What follows belongs to an exercise in optimizing a design on an open flow for small area, a short achievable clock period and few clock cycles; a production flow would make more cautious choices. In this exercise RTL edits were held to simulation tests only and were not proved equivalent to the original. Power and IR drop assume default switching activity.

==> flow/design.v <==
module sspwm_ec (
    input  wire        clk,
    input  wire        rst,
    input  wire        cmd_valid,
    input  wire [31:0] cmd_word,
    output wire        cmd_ready,
    input  wire        rd_en,
    input  wire [15:0] rd_addr,
    output reg  [31:0] rd_data,
    output reg         rd_valid
);
    localparam integer N  = 16;
    localparam integer BW = 8;
    reg [N-1:0][BW-1:0]    bright;
    reg [1:0][N-1:0][BW-1:0] dd;
    reg [1:0][BW-1:0]        top;
    reg [1:0][4:0]           cnt;
    reg [1:0][N-1:0][4:0]    ek;
    reg [1:0]                rz;
    reg              busy;
    reg              rdy;               
    reg              h_sel;
    reg              initd;
    reg              err_illegal;
    reg              err_badch;
    reg [1:0]        first_err;
    reg [31:0]       errcmd;            
    assign cmd_ready = rdy;
    wire [3:0]  op  = cmd_word[31:28];
    wire [3:0]  rsv = cmd_word[27:24];
    wire [7:0]  ch  = cmd_word[23:16];
    wire [15:0] val = cmd_word[15:0];
    wire [BW-1:0] val_clamped = (|val[15:8]) ? 8'hFF : val[7:0];
    wire low_zero    = (cmd_word[27:0] == 28'h0);
    wire rsv_zero    = (rsv == 4'h0);
    wire op_set      = (op == 4'h1) || (op == 4'h2);
    wire op_pub      = (op == 4'h3) || (op == 4'h4);
    wire is_all      = (ch == 8'hFF);
    wire ch_ok       = is_all || (ch[7:4] == 4'h0);
    wire is_illegal  = !rsv_zero ||
                       (op == 4'h0 && !low_zero) ||
                       (op_pub && !low_zero) ||
                       (op > 4'h4);
    wire is_badch    = rsv_zero && op_set && !ch_ok;
    wire do_set      = rsv_zero && op_set && ch_ok;
    wire do_publish  = rsv_zero && ((op == 4'h2 && ch_ok) || (op_pub && low_zero));
    wire accept = cmd_valid & ~busy & ~rst;
    wire start_pub = accept && rsv_zero && op_pub && low_zero;
    wire step      = ((busy && !fin) || start_pub) && !rst;
    reg  [N-1:0]  wr_br;
    wire [BW-1:0] br_d   = val_clamped | {BW{rst}};
    wire          br_mid = (br_d != 8'h00) && (br_d != 8'hFF);
    integer w;
    always @* begin
        for (w = 0; w < N; w = w + 1)
            wr_br[w] = rst || (accept && rsv_zero && op_set && (is_all || ch == w));
    end
    function automatic [9:0] times3(input [7:0] x);
        reg [9:0] a, b, p, g, pp, gg, c;
        integer n, d;
        begin
            a = {2'b00, x};
            b = {1'b0, x, 1'b0};
            p = a ^ b;
            g = a & b;
            for (d = 1; d < 10; d = d * 2) begin
                pp = p;
                gg = g;
                for (n = d; n < 10; n = n + 1) begin
                    gg[n] = g[n] | (p[n] & g[n-d]);
                    pp[n] = p[n] & p[n-d];
                end
                p = pp;
                g = gg;
            end
            c = {g[8:0], 1'b0};
            times3 = a ^ b ^ c;
        end
    endfunction
    function automatic lt6(input [5:0] a, input [5:0] b);
        integer n;
        begin
            lt6 = 1'b0;
            for (n = 0; n < 6; n = n + 1)
                lt6 = (~a[n] & b[n]) | (~(a[n] & ~b[n]) & lt6);
        end
    endfunction
    reg [N-1:0]  rem;           
    reg          fin;           
    reg [3:0]    j;             
    reg [BW-1:0] prev;          
    reg [N-1:0]  isz, isf, rem_eff, hit;
    reg [BW-1:0] nxt;
    reg [N-1:0]  z;
    integer c, bt;
    always @* begin
        for (c = 0; c < N; c = c + 1) begin
            isz[c]     = (bright[c] == 8'h00);
            isf[c]     = (bright[c] == 8'hFF);
            rem_eff[c] = rem[c];
        end
        hit = rem_eff;
        for (bt = BW - 1; bt >= 0; bt = bt - 1) begin
            for (c = 0; c < N; c = c + 1)
                z[c] = hit[c] & ~bright[c][bt];
            nxt[bt] = ~|z;
            if (|z)
                hit = z;
        end
    end
    wire          any_rem  = |rem_eff;
    wire          done     = ~|(rem_eff & ~hit);
    wire [BW-1:0] gap      = nxt - prev;
    wire [4:0]    jp1      = {1'b0, j} + 5'd1;
    wire          tgt      = ~h_sel;
    integer i, b;
    always @(posedge clk) begin
        for (i = 0; i < N; i = i + 1)
            if (wr_br[i])
                bright[i] <= br_d;
        if (first_err == 2'd0)
            errcmd <= cmd_word;
        if (rst) begin
            busy        <= 1'b0;
            rdy         <= 1'b1;
            h_sel       <= 1'b0;
            initd       <= 1'b0;
            err_illegal <= 1'b0;
            err_badch   <= 1'b0;
            first_err   <= 2'd0;
        end else if (busy) begin
            if (fin || done) begin
                busy  <= 1'b0;
                rdy   <= 1'b1;
                h_sel <= ~h_sel;
            end
        end else if (accept) begin
            if (is_illegal) begin
                err_illegal <= 1'b1;
                if (first_err == 2'd0)
                    first_err <= 2'd1;
            end
            if (is_badch) begin
                err_badch <= 1'b1;
                if (first_err == 2'd0)
                    first_err <= 2'd2;
            end
            if (do_publish) begin
                busy <= 1'b1;
                rdy  <= 1'b0;
                if (op == 4'h4)
                    initd <= 1'b1;
            end
        end
    end
    always @(posedge clk) begin
        fin <= !rst && start_pub && done;
        if (step && !done) begin
            rem  <= rem & ~hit;
            j    <= j + 4'd1;
            prev <= nxt;
        end else begin
            for (c = 0; c < N; c = c + 1)
                rem[c] <= wr_br[c] ? br_mid : (!isz[c] && !isf[c]);
            j    <= 4'd0;
            prev <= 8'h00;
        end
        for (b = 0; b < 2; b = b + 1)
            if (step && tgt == b) begin
                for (c = 0; c < N; c = c + 1) begin
                    if (hit[c])
                        ek[b][c] <= {1'b0, j};
                    else if (j == 4'd0 && !rem_eff[c])
                        ek[b][c] <= {4'b1111, ~isf[c]};
                    if (j == c)
                        dd[b][c] <= gap;
                end
                if (done) begin
                    cnt[b] <= any_rem ? jp1 : 5'd0;
                    top[b] <= ~nxt | {BW{~any_rem}};
                end
            end
        if (rst)
            rz <= 2'b11;
        else
            for (b = 0; b < 2; b = b + 1)
                if (step && done && tgt == b)
                    rz[b] <= 1'b0;
    end
    wire [4:0] kd = rd_addr[6:2];      
    wire [4:0] km = rd_addr[9:5];      
    reg [1:0][BW-1:0] dsel;
    reg [1:0][N-1:0]  msel, asel;
    always @* begin
        for (b = 0; b < 2; b = b + 1) begin
            if (kd[4])
                dsel[b] = (cnt[b] == 5'd16) ? top[b] : 8'h00;
            else if (lt6({1'b0, kd}, {1'b0, cnt[b]}))
                dsel[b] = dd[b][kd[3:0]];
            else if (kd == cnt[b])
                dsel[b] = top[b];
            else
                dsel[b] = 8'h00;
            for (c = 0; c < N; c = c + 1) begin
                asel[b][c] = (ek[b][c] == 5'd31);
                msel[b][c] = !lt6({1'b0, km}, {1'b0, ek[b][c]}) || asel[b][c];
            end
        end
    end
    wire          rb  = rd_addr[15];
    wire        a_ok   = (rd_addr[1:0] == 2'b00);
    wire        a_low  = a_ok && (rd_addr[15:4] == 12'h000);
    wire        s_cfg0 = a_low && (rd_addr[3:2] == 2'd0);
    wire        s_cfg1 = a_low && (rd_addr[3:2] == 2'd1);
    wire        s_stat = a_low && (rd_addr[3:2] == 2'd2);
    wire        s_err  = a_low && (rd_addr[3:2] == 2'd3) && (first_err != 2'd0);
    wire        s_br   = a_ok && (rd_addr[15:6] == 10'h004);
    wire        s_buf  = a_ok && (rd_addr[15] ^ rd_addr[14]);
    wire        s_cnt  = s_buf && (rd_addr[13:2] == 12'h000);
    wire        s_aa   = s_buf && (rd_addr[13:2] == 12'h020);
    wire        s_dl   = s_buf && (rd_addr[13:10] == 4'b0001) && (rd_addr[9:7] == 3'd0) &&
                         (!rd_addr[6] || rd_addr[5:2] == 4'd0);
    wire        s_mk   = s_buf && (rd_addr[13:12] == 2'b01) && (rd_addr[4:2] == 3'd0) &&
                         (rd_addr[11:10] == 2'd0) && (!rd_addr[9] || rd_addr[8:5] == 4'd0);
    wire        zb     = rz[rb];
    wire        s_dlz  = s_dl && zb && kd == 5'd0;
    wire [BW-1:0] rd_d = {BW{s_dl && !zb}} & dsel[rb];
    wire [15:0] rd_mux =
          ({16{s_cfg0}} & {8'd16, 8'd16})
        | ({16{s_cfg1}} & 16'd3)
        | ({16{s_stat}} & {5'd0, 1'b0, first_err, 1'b0, err_badch, err_illegal,
                           1'b0, h_sel, initd, 1'b0, busy})
        | ({16{s_br}}   & {8'd0, bright[rd_addr[5:2]]})
        | ({16{s_cnt && !zb}} & {11'd0, cnt[rb]})
        | ({16{s_aa && !zb}}  & asel[rb])
        | ({16{s_mk && !zb}}  & msel[rb])
        | ({16{s_dlz}} & 16'd765);
    reg [15:0]   ra_word;
    reg [BW-1:0] ra_d;
    reg          ra_err, ra_cfg0;
    always @(posedge clk) begin
        rd_valid <= rd_en & ~rst;
        ra_word  <= rd_mux;
        ra_d     <= rd_d;
        ra_err   <= s_err;
        ra_cfg0  <= s_cfg0;
    end
    always @* begin
        rd_data = ({32{ra_err}} & errcmd)
                | {8'd0, {8{ra_cfg0}}, ra_word}
                | {22'd0, times3(ra_d)};
    end
endmodule
export LEC_CHECK = 0
export ABC_AREA = 1
export CAP_MARGIN = 20
export CORE_MARGIN = 2
export CORE_UTILIZATION = 40
export PLACE_DENSITY = 0.6
export SLEW_MARGIN = 20
create_clock -name core_clock -period 38.0 [get_ports {clk}]
standard.sh (not shown) runs the stock make flow with config.mk's settings and CLKGATE_MAP_FILE= SYNTH_SCRIPT=/design/flow/synth_recipe.tcl, a recipe that flattens the netlist after the stock synthesis.
==> flow/flow/run.sh <==
#!/bin/bash
# Standard layout (standard.sh, the ORFS command) with two changes to how
# it is made; the constraints (constraint.sdc, clock period) are the standard flow's:
#  - port buffers are sky130_fd_sc_hd__buf_4 instead of the default pick
#  - the repair_timing passes aim for extra setup slack (SETUP_SLACK_MARGIN),
#    so that paths are sized beyond what the 38 ns clock alone asks for
# Each ORFS step keeps its own log under orfs/logs; make's output goes to
# make_finish.log.
set -euo pipefail
MARGIN=${MARGIN:-27.8}
bash standard.sh "SETUP_SLACK_MARGIN=${MARGIN}" \
    "BUFFER_PORTS_ARGS=-buffer_cell sky130_fd_sc_hd__buf_4" finish > make_finish.log 2>&1
The first run finished with timing, DRC and antenna clean.
Testbench counts at the start, summed over its fixed seeds: cycles 19,735.
Next try:
--- a/flow/flow/run.sh
+++ b/flow/flow/run.sh
@@ -9,3 +9,3 @@
 set -euo pipefail
-MARGIN=${MARGIN:-27.8}
+MARGIN=${MARGIN:-28}
 bash standard.sh "SETUP_SLACK_MARGIN=${MARGIN}" \
Settings changed: CORE_UTILIZATION 40 to 60, PLACE_DENSITY 0.6 to 0.75.
Result:
- via count rose by about 7%
- critical path depth grows by 4
- setup slack improves by 0.015 ns
- area after synthesis does not change
- total power went up by about 4.5%
- count of clock-buffer cells in the layout falls by 12
- cell count falls by about 7.5%
- synthesized cell count stays the same
- final area went up by 0.48%
Next try:
Settings changed: CORE_UTILIZATION 60 to 40, CTS_BUF_LIST from default to sky130_fd_sc_hd__clkbuf_4 sky130_fd_sc_hd__clkbuf_8, PLACE_DENSITY 0.75 to 0.6.
Result: The new run finished with timing, DRC and antenna clean; total power went down by a few percent; non-clock buffer count rose by 8; design area barely changes; final cell count climbs by roughly a tenth.
Next try:
==> flow/flow/run.sh (replaced) <==
#!/bin/bash
# Standard layout (standard.sh, the ORFS command) with three changes to
# how it is made; the constraints (constraint.sdc, clock period) are the standard flow's:
#  - synthesis maps with flow/abc_area.script (ABC_AREA=1 picks it) in a copy
#    of the ORFS scripts folder; everything else in synthesis is unchanged
#  - port buffers are sky130_fd_sc_hd__buf_4 instead of the default pick
#  - the repair_timing passes aim for extra setup slack (SETUP_SLACK_MARGIN),
#    so that paths are sized beyond what the 38 ns clock alone asks for
# Each ORFS step keeps its own log under orfs/logs; make's output goes to
# make_finish.log.
set -euo pipefail
MARGIN=${MARGIN:-28}
rm -rf scripts_local
cp -r "$FLOW_HOME/scripts" scripts_local
cp flow/abc_area.script scripts_local/abc_area.script
bash standard.sh "SCRIPTS_DIR=$PWD/scripts_local" "SETUP_SLACK_MARGIN=${MARGIN}" \
    "BUFFER_PORTS_ARGS=-buffer_cell sky130_fd_sc_hd__buf_4" finish > make_finish.log 2>&1
==> flow/flow/abc_area.script (new file) <==
strash
&get -n
&fraig -x
&put
dc2
strash
&get -n
&dch -f
&nf
&put
buffer -c
topo
stime -c
upsize -c
dnsize -c
Settings changed: CTS_BUF_LIST sky130_fd_sc_hd__clkbuf_4 sky130_fd_sc_hd__clkbuf_8 to default.
What happened: Design area is higher by 4.3%. Fmax is higher by 0.64%. Synthesized cell count is lower by 23%. Die area is lower by 5.9%. Critical path depth is lower by 2. Utilization is higher by 5.1 points. Sequential share of layout area is lower by 2.1 points.

==> what the ideal ports hide <==
Ports are ideal in the flow. The routed layouts listed here were re-timed in OpenROAD.
Step 1 assumes that a clkbuf_16 drives the clock port and a buf_2 every other input.
Step 2 adds t to the input delays and takes it off the output delays; t is the mean of the earliest and latest rising clock arrival at the registers after step 1. Input paths then give back, and output paths get back, about the clock's delay inside the block.
Slacks: ideal / step 1 / step 2; pairs: ideal / step 1.
| run | shift t [ns] | setup slack, ns | slew at the worst register clock pin (ns) | worst data-port slew with drivers (ns) | pins driven straight from the clock port |
|---|---|---|---|---|---|
| the first run | 0.677 | 27.824 / 27.810 / 27.186 | 0.07 / 0.07 | 0.14 | 1 |
| the second run | 0.681 | 27.838 / 27.773 / 27.293 | 0.07 / 0.07 | 0.05 | 1 |
| the third run | 0.790 | 27.728 / 27.669 / 27.279 | 0.07 / 0.07 | 0.05 | 1 |
| the fourth run | 0.700 | 27.793 / 27.722 / 27.378 | 0.07 / 0.07 | 0.05 | 1 |
After both steps every run listed still meets setup and hold. The setup slack of the first run, which loses most, moves by -0.014 ns with the drivers and by -0.638 ns with both steps.
